Background: an optimization exercise with open tools, aiming at small area, a short achievable clock period and few clock cycles. Do not read the settings as production practice. RTL that was checked went through simulation tests only; none was proved equivalent to the original. Power is estimated from default activity; no workload was simulated.

==> flow/design.v <==
module sixel_encoder (
    input  wire        clk,
    input  wire        rst,           
    input  wire        start,         
    input  wire [15:0] width,
    input  wire [15:0] height,
    input  wire [15:0] dbuf_base,
    input  wire [7:0]  ncols,
    output reg         busy,
    output reg         done,
    output reg  [2:0]  err_code,
    output reg         mem_req,
    output reg  [15:0] mem_addr,
    input  wire [7:0]  mem_rdata,
    output reg         out_valid,
    output reg  [7:0]  out_data,
    input  wire        out_ready
);
    localparam E_NONE    = 3'd0;
    localparam E_PRECOND = 3'd3;
    localparam E_BUS     = 3'd6;
    localparam E_CONFIG  = 3'd7;
    localparam RS_IDLE = 3'd0;
    localparam RS_CHK  = 3'd1;    
    localparam RS_RD   = 3'd2;    
    localparam RS_CAP  = 3'd3;    
    localparam RS_ADV  = 3'd4;    
    localparam RS_END  = 3'd5;    
    localparam E_IDLE  = 4'd0;
    localparam E_HASH  = 4'd1;    
    localparam E_PCD   = 4'd2;    
    localparam E_FIRST = 4'd3;    
    localparam E_ACC   = 4'd4;    
    localparam E_RUN   = 4'd5;    
    localparam E_RDIG  = 4'd6;    
    localparam E_RCH   = 4'd7;    
    localparam E_TERM  = 4'd8;    
    localparam E_FIN   = 4'd9;    
    reg [15:0] w_r;
    reg [7:0]  n_r;
    reg        w1;            
    reg [2:0]  rs;
    reg [15:0] band_base;     
    reg [15:0] rows_left;     
    reg [15:0] col_rem;       
    reg [2:0]  k;             
    reg        dir;           
    reg        col0;          
    reg [7:0]  pc;            
    reg        cq_res;        
    reg        v_d;
    reg [2:0]  k_d;
    reg        cend_d;
    reg        slast_d;
    reg [5:0]  mask;
    reg [5:0]  colq;
    reg        colq_v;
    reg        colq_l;        
    reg [3:0]  es;
    reg [5:0]  cur;
    reg [2:0]  d4;
    reg [3:0]  d3, d2, d1, d0;
    reg [2:0]  di;
    reg        fin;
    wire       consume;       
    wire       more_bands = (rows_left > 16'd6);
    wire [2:0] rlast      = more_bands ? 3'd5 : (rows_left[2:0] - 3'd1);
    wire       cend       = dir ? (k == 3'd0) : (k == rlast);
    wire       slast      = (col_rem == 16'd1);
    wire       lastpc     = (pc == n_r);
    wire       capnow     = lastpc && col0 && !dir && (k == 3'd5) && more_bands && !w_r[0];
    reg  [15:0] opnd;
    reg         cin;
    always @(*) begin
        opnd = w_r;
        cin  = 1'b0;
        if (rs == RS_RD || rs == RS_ADV) begin
            if (cend) begin
                opnd = 16'd0;
                cin  = 1'b1;
            end else if (dir) begin
                opnd = ~w_r;
                cin  = 1'b1;
            end
        end
    end
    wire [16:0] sum = {1'b0, mem_addr} + {1'b0, opnd} + {16'd0, cin};
    wire [2:0] k_next   = dir ? (k - 3'd1) : (k + 3'd1);
    wire       nxt_cend = dir ? (k_next == 3'd0) : (k_next == rlast);
    wire       can_res  = w1 ? (!cq_res && es == E_FIRST) : (!cq_res || consume);
    wire       seg_cend = lastpc ? (rows_left == 16'd7) : (rlast == 3'd0);
    wire       out_free = !out_valid || out_ready;
    wire       len_le3  = (d4 == 3'd0) && (d3 == 4'd0) && (d2 == 4'd0) &&
                          (d1 == 4'd0) && (d0[3:2] == 2'b00);
    wire [2:0] len_top  = (d4 != 3'd0) ? 3'd4 :
                          (d3 != 4'd0) ? 3'd3 :
                          (d2 != 4'd0) ? 3'd2 :
                          (d1 != 4'd0) ? 3'd1 : 3'd0;
    wire       c0 = (d0 == 4'd9);
    wire       c1 = c0 && (d1 == 4'd9);
    wire       c2 = c1 && (d2 == 4'd9);
    wire       c3 = c2 && (d3 == 4'd9);
    wire [3:0] i0 = c0 ? 4'd0 : d0 + 4'd1;
    wire [3:0] i1 = c0 ? (c1 ? 4'd0 : d1 + 4'd1) : d1;
    wire [3:0] i2 = c1 ? (c2 ? 4'd0 : d2 + 4'd1) : d2;
    wire [3:0] i3 = c2 ? (c3 ? 4'd0 : d3 + 4'd1) : d3;
    wire [2:0] i4 = c3 ? d4 + 3'd1 : d4;
    function [9:0] pc_bcd;
        input [7:0] bin;
        integer i;
        reg [17:0] s;
        begin
            s = {10'd0, bin};
            for (i = 0; i < 8; i = i + 1) begin
                if (s[11:8]  >= 4'd5) s[11:8]  = s[11:8]  + 4'd3;
                if (s[15:12] >= 4'd5) s[15:12] = s[15:12] + 4'd3;
                s = s << 1;
            end
            pc_bcd = s[17:8];
        end
    endfunction
    wire [9:0] pcb    = pc_bcd(pc);
    wire [2:0] pc_top = (pcb[9:8] != 2'd0) ? 3'd2 : (pcb[7:4] != 4'd0) ? 3'd1 : 3'd0;
    reg [3:0] digit;
    always @(*) begin
        if (es == E_PCD) begin
            case (di[1:0])
                2'd2:    digit = {2'b00, pcb[9:8]};
                2'd1:    digit = pcb[7:4];
                default: digit = pcb[3:0];
            endcase
        end else begin
            case (di)
                3'd4:    digit = {1'b0, d4};
                3'd3:    digit = d3;
                3'd2:    digit = d2;
                3'd1:    digit = d1;
                default: digit = d0;
            endcase
        end
    end
    wire [7:0] sixchar = 8'h3F + {2'b00, cur};
    assign consume = colq_v && (es == E_FIRST || (es == E_ACC && colq == cur)) ||
                   out_free && !fin && ((es == E_RUN && len_le3 && d0 == 4'd1) || es == E_RCH);
    always @(posedge clk) begin
        if (rst) begin
            rs        <= RS_IDLE;
            es        <= E_IDLE;
            busy      <= 1'b0;
            done      <= 1'b0;
            mem_req   <= 1'b0;
            out_valid <= 1'b0;
            cq_res    <= 1'b0;
            colq_v    <= 1'b0;
            v_d       <= 1'b0;
            cend_d    <= 1'b0;
        end else begin
            done <= 1'b0;
            v_d     <= mem_req;
            k_d     <= k;
            cend_d  <= mem_req && cend;
            slast_d <= slast;
            if (v_d) begin
                if (cend_d) begin
                    colq   <= mask | ({5'd0, mem_rdata == pc} << k_d);
                    colq_v <= 1'b1;
                    colq_l <= slast_d;
                    mask   <= 6'd0;
                    if (slast_d) pc <= lastpc ? 8'd0 : pc + 8'd1;
                end else begin
                    mask   <= mask | ({5'd0, mem_rdata == pc} << k_d);
                end
            end
            case (rs)
                RS_IDLE: begin
                    if (start) begin
                        w_r       <= width;
                        n_r       <= ncols;
                        w1        <= (width == 16'd1);
                        rows_left <= height;
                        band_base <= dbuf_base;
                        mem_addr  <= dbuf_base;
                        col_rem   <= height;
                        busy      <= 1'b1;
                        rs        <= RS_CHK;
                    end
                end
                RS_CHK: begin
                    if (n_r == 8'd0) begin
                        err_code <= E_PRECOND;
                        done     <= 1'b1;
                        busy     <= 1'b0;
                        rs       <= RS_IDLE;
                    end else if (w_r == 16'd0 || rows_left == 16'd0) begin
                        err_code <= E_CONFIG;
                        done     <= 1'b1;
                        busy     <= 1'b0;
                        rs       <= RS_IDLE;
                    end else if (sum[16] && (sum[15:0] != 16'd0 || !slast)) begin
                        err_code <= E_BUS;
                        done     <= 1'b1;
                        busy     <= 1'b0;
                        rs       <= RS_IDLE;
                    end else if (slast) begin
                        err_code <= E_NONE;
                        mem_addr <= band_base;
                        col_rem  <= w_r;
                        k        <= 3'd0;
                        dir      <= 1'b0;
                        col0     <= 1'b1;
                        pc       <= 8'd0;
                        mem_req  <= !(w1 && rows_left == 16'd1);
                        mask     <= 6'd0;
                        rs       <= RS_RD;
                        es       <= E_HASH;
                    end else begin
                        mem_addr <= sum[15:0];
                        col_rem  <= col_rem - 16'd1;
                    end
                end
                RS_RD: begin
                    if (mem_req && capnow) begin
                        mem_req <= 1'b0;
                        rs      <= RS_CAP;
                        cq_res  <= 1'b1;       
                    end else if (mem_req) begin
                        if (cend) begin
                            cq_res <= 1'b1;
                            if (slast) begin
                                if (lastpc && !more_bands) begin
                                    mem_req <= 1'b0;
                                    rs      <= RS_END;
                                end else begin
                                    if (lastpc) rows_left <= rows_left - 16'd6;
                                    if (lastpc && w_r[0]) begin
                                        mem_addr  <= sum[15:0];
                                        band_base <= sum[15:0];
                                    end else begin
                                        mem_addr  <= band_base;
                                    end
                                    col_rem  <= w_r;
                                    k        <= 3'd0;
                                    dir      <= 1'b0;
                                    col0     <= 1'b1;
                                    mem_req  <= !seg_cend;
                                end
                            end else begin
                                mem_addr <= sum[15:0];
                                col_rem  <= col_rem - 16'd1;
                                dir      <= ~dir;
                                col0     <= 1'b0;
                                mem_req  <= (rlast != 3'd0);
                            end
                        end else begin
                            mem_addr <= sum[15:0];
                            k        <= k_next;
                            mem_req  <= !nxt_cend || can_res;
                        end
                    end else begin
                        mem_req <= !cend || can_res;
                    end
                end
                RS_CAP: begin
                    band_base <= sum[15:0];
                    rs        <= RS_ADV;
                end
                RS_ADV: begin
                    mem_addr <= sum[15:0];
                    col_rem  <= col_rem - 16'd1;
                    dir      <= 1'b1;
                    col0     <= 1'b0;
                    mem_req  <= 1'b1;
                    rs       <= RS_RD;
                end
                default: ;
            endcase
            case (es)
                E_HASH: if (out_free) begin
                    out_valid <= 1'b1;
                    out_data  <= 8'h23;
                    di        <= pc_top;
                    es        <= E_PCD;
                end
                E_PCD: if (out_free) begin
                    out_valid <= 1'b1;
                    out_data  <= {4'h3, digit};
                    di        <= di - 3'd1;
                    if (di == 3'd0) es <= E_FIRST;
                end
                E_FIRST: begin
                    if (out_ready) out_valid <= 1'b0;
                    if (colq_v) begin
                        cur <= colq;
                        {d4, d3, d2, d1, d0} <= 19'd1;
                        if (colq_l) begin
                            fin <= 1'b1;
                            es  <= E_RUN;
                        end else begin
                            es  <= E_ACC;
                        end
                    end
                end
                E_ACC: begin
                    if (out_ready) out_valid <= 1'b0;
                    if (colq_v) begin
                        if (colq == cur) begin
                                {d4, d3, d2, d1, d0} <= {i4, i3, i2, i1, i0};
                            if (colq_l) begin
                                fin <= 1'b1;
                                es  <= E_RUN;
                            end
                        end else begin
                            fin <= 1'b0;
                            es  <= E_RUN;
                        end
                    end
                end
                E_RUN: if (out_free) begin
                    out_valid <= 1'b1;
                    if (len_le3) begin
                        out_data <= sixchar;
                        d0       <= d0 - 4'd1;
                        if (d0 == 4'd1) begin
                            if (fin) begin
                                es <= E_TERM;
                            end else begin
                                        cur <= colq;
                                {d4, d3, d2, d1, d0} <= 19'd1;
                                fin <= colq_l;
                                es  <= colq_l ? E_RUN : E_ACC;
                            end
                        end
                    end else begin
                        out_data <= 8'h21;
                        di       <= len_top;
                        es       <= E_RDIG;
                    end
                end
                E_RDIG: if (out_free) begin
                    out_valid <= 1'b1;
                    out_data  <= {4'h3, digit};
                    di        <= di - 3'd1;
                    if (di == 3'd0) es <= E_RCH;
                end
                E_RCH: if (out_free) begin
                    out_valid <= 1'b1;
                    out_data  <= sixchar;
                    if (fin) begin
                        es <= E_TERM;
                    end else begin
                        cur <= colq;
                        {d4, d3, d2, d1, d0} <= 19'd1;
                        fin <= colq_l;
                        es  <= colq_l ? E_RUN : E_ACC;
                    end
                end
                E_TERM: if (out_free) begin
                    out_valid <= 1'b1;
                    out_data  <= (pc == 8'd0) ? 8'h2D : 8'h24;
                    es        <= (rs == RS_END) ? E_FIN : E_HASH;
                end
                E_FIN: if (out_free) begin
                    out_valid <= 1'b0;
                    done      <= 1'b1;
                    busy      <= 1'b0;
                    rs        <= RS_IDLE;
                    es        <= E_IDLE;
                end
                default: ;
            endcase
            if (consume) begin
                colq_v <= 1'b0;
                cq_res <= 1'b0;
            end
        end
    end
endmodule
export LEC_CHECK = 0
export CAP_MARGIN = 20
export CORE_MARGIN = 2
export CORE_UTILIZATION = 40
export SLEW_MARGIN = 20
create_clock -name core_clock -period 13.0 [get_ports {clk}]
run.sh (not shown) runs the stock make flow with config.mk's settings and CLKGATE_MAP_FILE= SYNTH_SCRIPT=/design/flow/synth_recipe.tcl, a recipe that flattens the netlist after the stock synthesis.
Testbench counts at the start, summed over its fixed seeds: cycles 135,089.
Then changed:
--- a/flow/design.v
+++ b/flow/design.v
@@ -63,5 +63,4 @@
     reg [2:0]  di;
     reg        fin;
-    wire       consume;       
     wire       more_bands = (rows_left > 16'd6);
     wire [2:0] rlast      = more_bands ? 3'd5 : (rows_left[2:0] - 3'd1);
@@ -88,5 +87,5 @@
     wire [2:0] k_next   = dir ? (k - 3'd1) : (k + 3'd1);
     wire       nxt_cend = dir ? (k_next == 3'd0) : (k_next == rlast);
-    wire       can_res  = w1 ? (!cq_res && es == E_FIRST) : (!cq_res || consume);
+    wire       can_res  = !cq_res && !(w1 && es != E_FIRST);
     wire       seg_cend = lastpc ? (rows_left == 16'd7) : (rlast == 3'd0);
     wire       out_free = !out_valid || out_ready;
@@ -141,6 +140,5 @@
     end
     wire [7:0] sixchar = 8'h3F + {2'b00, cur};
-    assign consume = colq_v && (es == E_FIRST || (es == E_ACC && colq == cur)) ||
-                   out_free && !fin && ((es == E_RUN && len_le3 && d0 == 4'd1) || es == E_RCH);
+    reg consume;
     always @(posedge clk) begin
         if (rst) begin
@@ -275,4 +273,5 @@
                 default: ;
             endcase
+            consume = 1'b0;
             case (es)
                 E_HASH: if (out_free) begin
@@ -291,4 +290,5 @@
                     if (out_ready) out_valid <= 1'b0;
                     if (colq_v) begin
+                        consume = 1'b1;
                         cur <= colq;
                         {d4, d3, d2, d1, d0} <= 19'd1;
@@ -305,5 +305,6 @@
                     if (colq_v) begin
                         if (colq == cur) begin
-                                {d4, d3, d2, d1, d0} <= {i4, i3, i2, i1, i0};
+                            consume = 1'b1;
+                            {d4, d3, d2, d1, d0} <= {i4, i3, i2, i1, i0};
                             if (colq_l) begin
                                 fin <= 1'b1;
@@ -325,5 +326,6 @@
                                 es <= E_TERM;
                             end else begin
-                                        cur <= colq;
+                                consume = 1'b1;
+                                cur <= colq;
                                 {d4, d3, d2, d1, d0} <= 19'd1;
                                 fin <= colq_l;
@@ -349,4 +351,5 @@
                         es <= E_TERM;
                     end else begin
+                        consume = 1'b1;
                         cur <= colq;
                         {d4, d3, d2, d1, d0} <= 19'd1;
=> The changed run completed without violations; synthesized cell count drops by about 1.1%; global-route usage rose by 0.65 points; cell area hardly moves; clock-buffer cell count increases by 1; via count went up by about 1.7%; wire length grows by about 4%; area after synthesis is about the same; combinational power went up by 7.6%; sequential power hardly moves; sequential share of layout area hardly moves; power increases by about 1.1%; hold slack improved by 3.4 ps; cell count came out lower by about 0.44%.
For the second run of this note, only the layout was checked, not whether the RTL still works.


Setup of the reference run:
Another version of the RTL of sixel_encoder (not shown whole).
For scale: about 1300 cells after synthesis, ~99 I/O pins, ~12000 sq um of cells after synthesis.
clock: 13.0 ns
lec_check: 0
cap_margin: 20
core_margin: 2
core_utilization: 70
cts_buf_list: sky130_fd_sc_hd__clkbuf_8
cts_cluster_size: 10
place_density: 0.8
slew_margin: 20
standard.sh (not shown) runs the stock make flow with config.mk's settings and CLKGATE_MAP_FILE= SYNTH_SCRIPT=/design/flow/synth_recipe.tcl, a recipe that flattens the netlist after the stock synthesis.
==> flow/flow/run.sh <==
#!/bin/bash
# The standard layout (the standard.sh: the standard synthesis and the
# standard ORFS steps, at the design's clock period and SDC), with two
# changes in how the layout is made:
#  - the port buffers that global placement inserts are
#    sky130_fd_sc_hd__buf_2 instead of the delay cell buffer_ports picks by
#    default; every port is still buffered;
#  - repair_timing works to a setup slack margin of 9.3 ns, so it sizes and
#    buffers the paths that set the achieved period. The clock period and the
#    constraints are the design's.
# ORFS writes each tool's log under orfs/logs; make's own output goes to
# standard_flow.log.
set -euo pipefail
export BUFFER_PORTS_ARGS="-buffer_cell sky130_fd_sc_hd__buf_2"
export SETUP_SLACK_MARGIN=9.3
bash standard.sh > standard_flow.log 2>&1
Testbench counts of the reference run, summed over its fixed seeds: cycles 153,244.
Here is what was changed in the inputs of the trial run compared with the reference run.
-- flow/design.v --
<<< the reference run, line 41
    reg [2:0]  rs;
    reg [15:0] rows_left;     
    reg        mb_r;          
    reg [2:0]  rl_r;          
    reg [15:0] col_rem;       
    reg        sl_r;          
>>> the trial run, line 41
    reg [2:0]  rs;
    reg [15:0] rows_left;     
    reg [15:0] col_rem;       
    reg        sl_r;          
<<< the reference run, line 126
    wire       can_res = w1 ? (!cq_res && es == E_FIRST) : (!cq_res || consume);
    wire [2:0] k_next  = dir ? (k - 3'd1) : (k + 3'd1);
    wire       kn_end  = dir ? (k_next == 3'd0) : (k_next == rl_r);
    wire       col_rem0 = (col_rem == 16'd0);
>>> the trial run, line 124
    wire       can_res = w1 ? (!cq_res && es == E_FIRST) : (!cq_res || consume);
    wire [2:0] k_next  = dir ? (k - 3'd1) : (k + 3'd1);
    wire       mb_r    = (rows_left > 16'd6);                  
    wire [2:0] rl_r    = mb_r ? 3'd5 : (rows_left[2:0] - 3'd1);   
    wire       kn_end  = dir ? (k_next == 3'd0) : (k_next == rl_r);
    wire       col_rem0 = (col_rem == 16'd0);
<<< the reference run, line 200
                    col_rem <= rows_left;
                    w1      <= (col_rem == 16'd1);
                    mb_r    <= (rows_left > 16'd6);
                    rl_r    <= (rows_left > 16'd5) ? 3'd5 : (rows_left[2:0] - 3'd1);
                    if (n_r == 8'd0) begin
                        err_code <= E_PRECOND;
>>> the trial run, line 200
                    col_rem <= rows_left;
                    w1      <= (col_rem == 16'd1);
                    if (n_r == 8'd0) begin
                        err_code <= E_PRECOND;
<<< the reference run, line 258
                                sl_r      <= w1;
                                rows_left <= rows_left - 16'd6;
                                mb_r      <= nb_more;
                                rl_r      <= nb_rl;
                                cend_r    <= (nb_rl == 3'd0);
                                mem_req   <= (nb_rl != 3'd0);
>>> the trial run, line 256
                                sl_r      <= w1;
                                rows_left <= rows_left - 16'd6;
                                cend_r    <= (nb_rl == 3'd0);
                                mem_req   <= (nb_rl != 3'd0);
## What came out
The trial run: PASS, flow complete, no timing, DRC or antenna violations
The reference run → the trial run: count of endpoints failing setup in the final report did not really move; routed wire length went up; first-pass GRT wire length went up.
The reference run -> the trial run: area after synthesis decreased by a few percent
Between the trial run and the reference run, the critical path arrival figures differ only marginally.
Comparing the reference run against the trial run, there is no change at all in DRC violations left.
Global-route total usage across every layer in the trial run is 2.4 points above the reference run.
Compared with the reference run, in the trial run clock-buffer cell count went down 1; buffering overhead higher.
Testbench counts of the trial run, summed over its fixed seeds: cycles 153,244.

## afterwards: timing with drivers on the ports
No port has a modelled driver above. Below, the same layouts with a new extraction and two added sets of constraints.
Step 1: set_driving_cell puts a clkbuf_16 on clk and a buf_2 on each other input, an assumption about the parent block.
Step 2 adds t to the input delays and takes it off the output delays; t is the mean of the earliest and latest rising clock arrival at the registers after step 1. Input paths then give back, and output paths get back, about the clock's delay inside the block.
Three values: ideal ports, drivers, drivers and shift; two values: the first two.
run | t (ns) | setup WS [ns] | worst register clock-pin slew, ns
the first run of note 1 | 0.498 | 5.756 / 5.756 / 5.756 | 0.08 / 0.08
the second run of note 1 | 0.485 | 5.321 / 5.321 / 5.321 | 0.08 / 0.08
the reference run | 0.506 | 9.328 / 9.285 / 8.995 | 0.10 / 0.10
the trial run | 0.521 | 9.322 / 9.280 / 8.996 | 0.11 / 0.11
After both steps every run listed still meets setup and hold. For the reference run, which loses most, drivers alone change the setup slack by -0.043 ns; drivers and shift together by -0.333 ns.
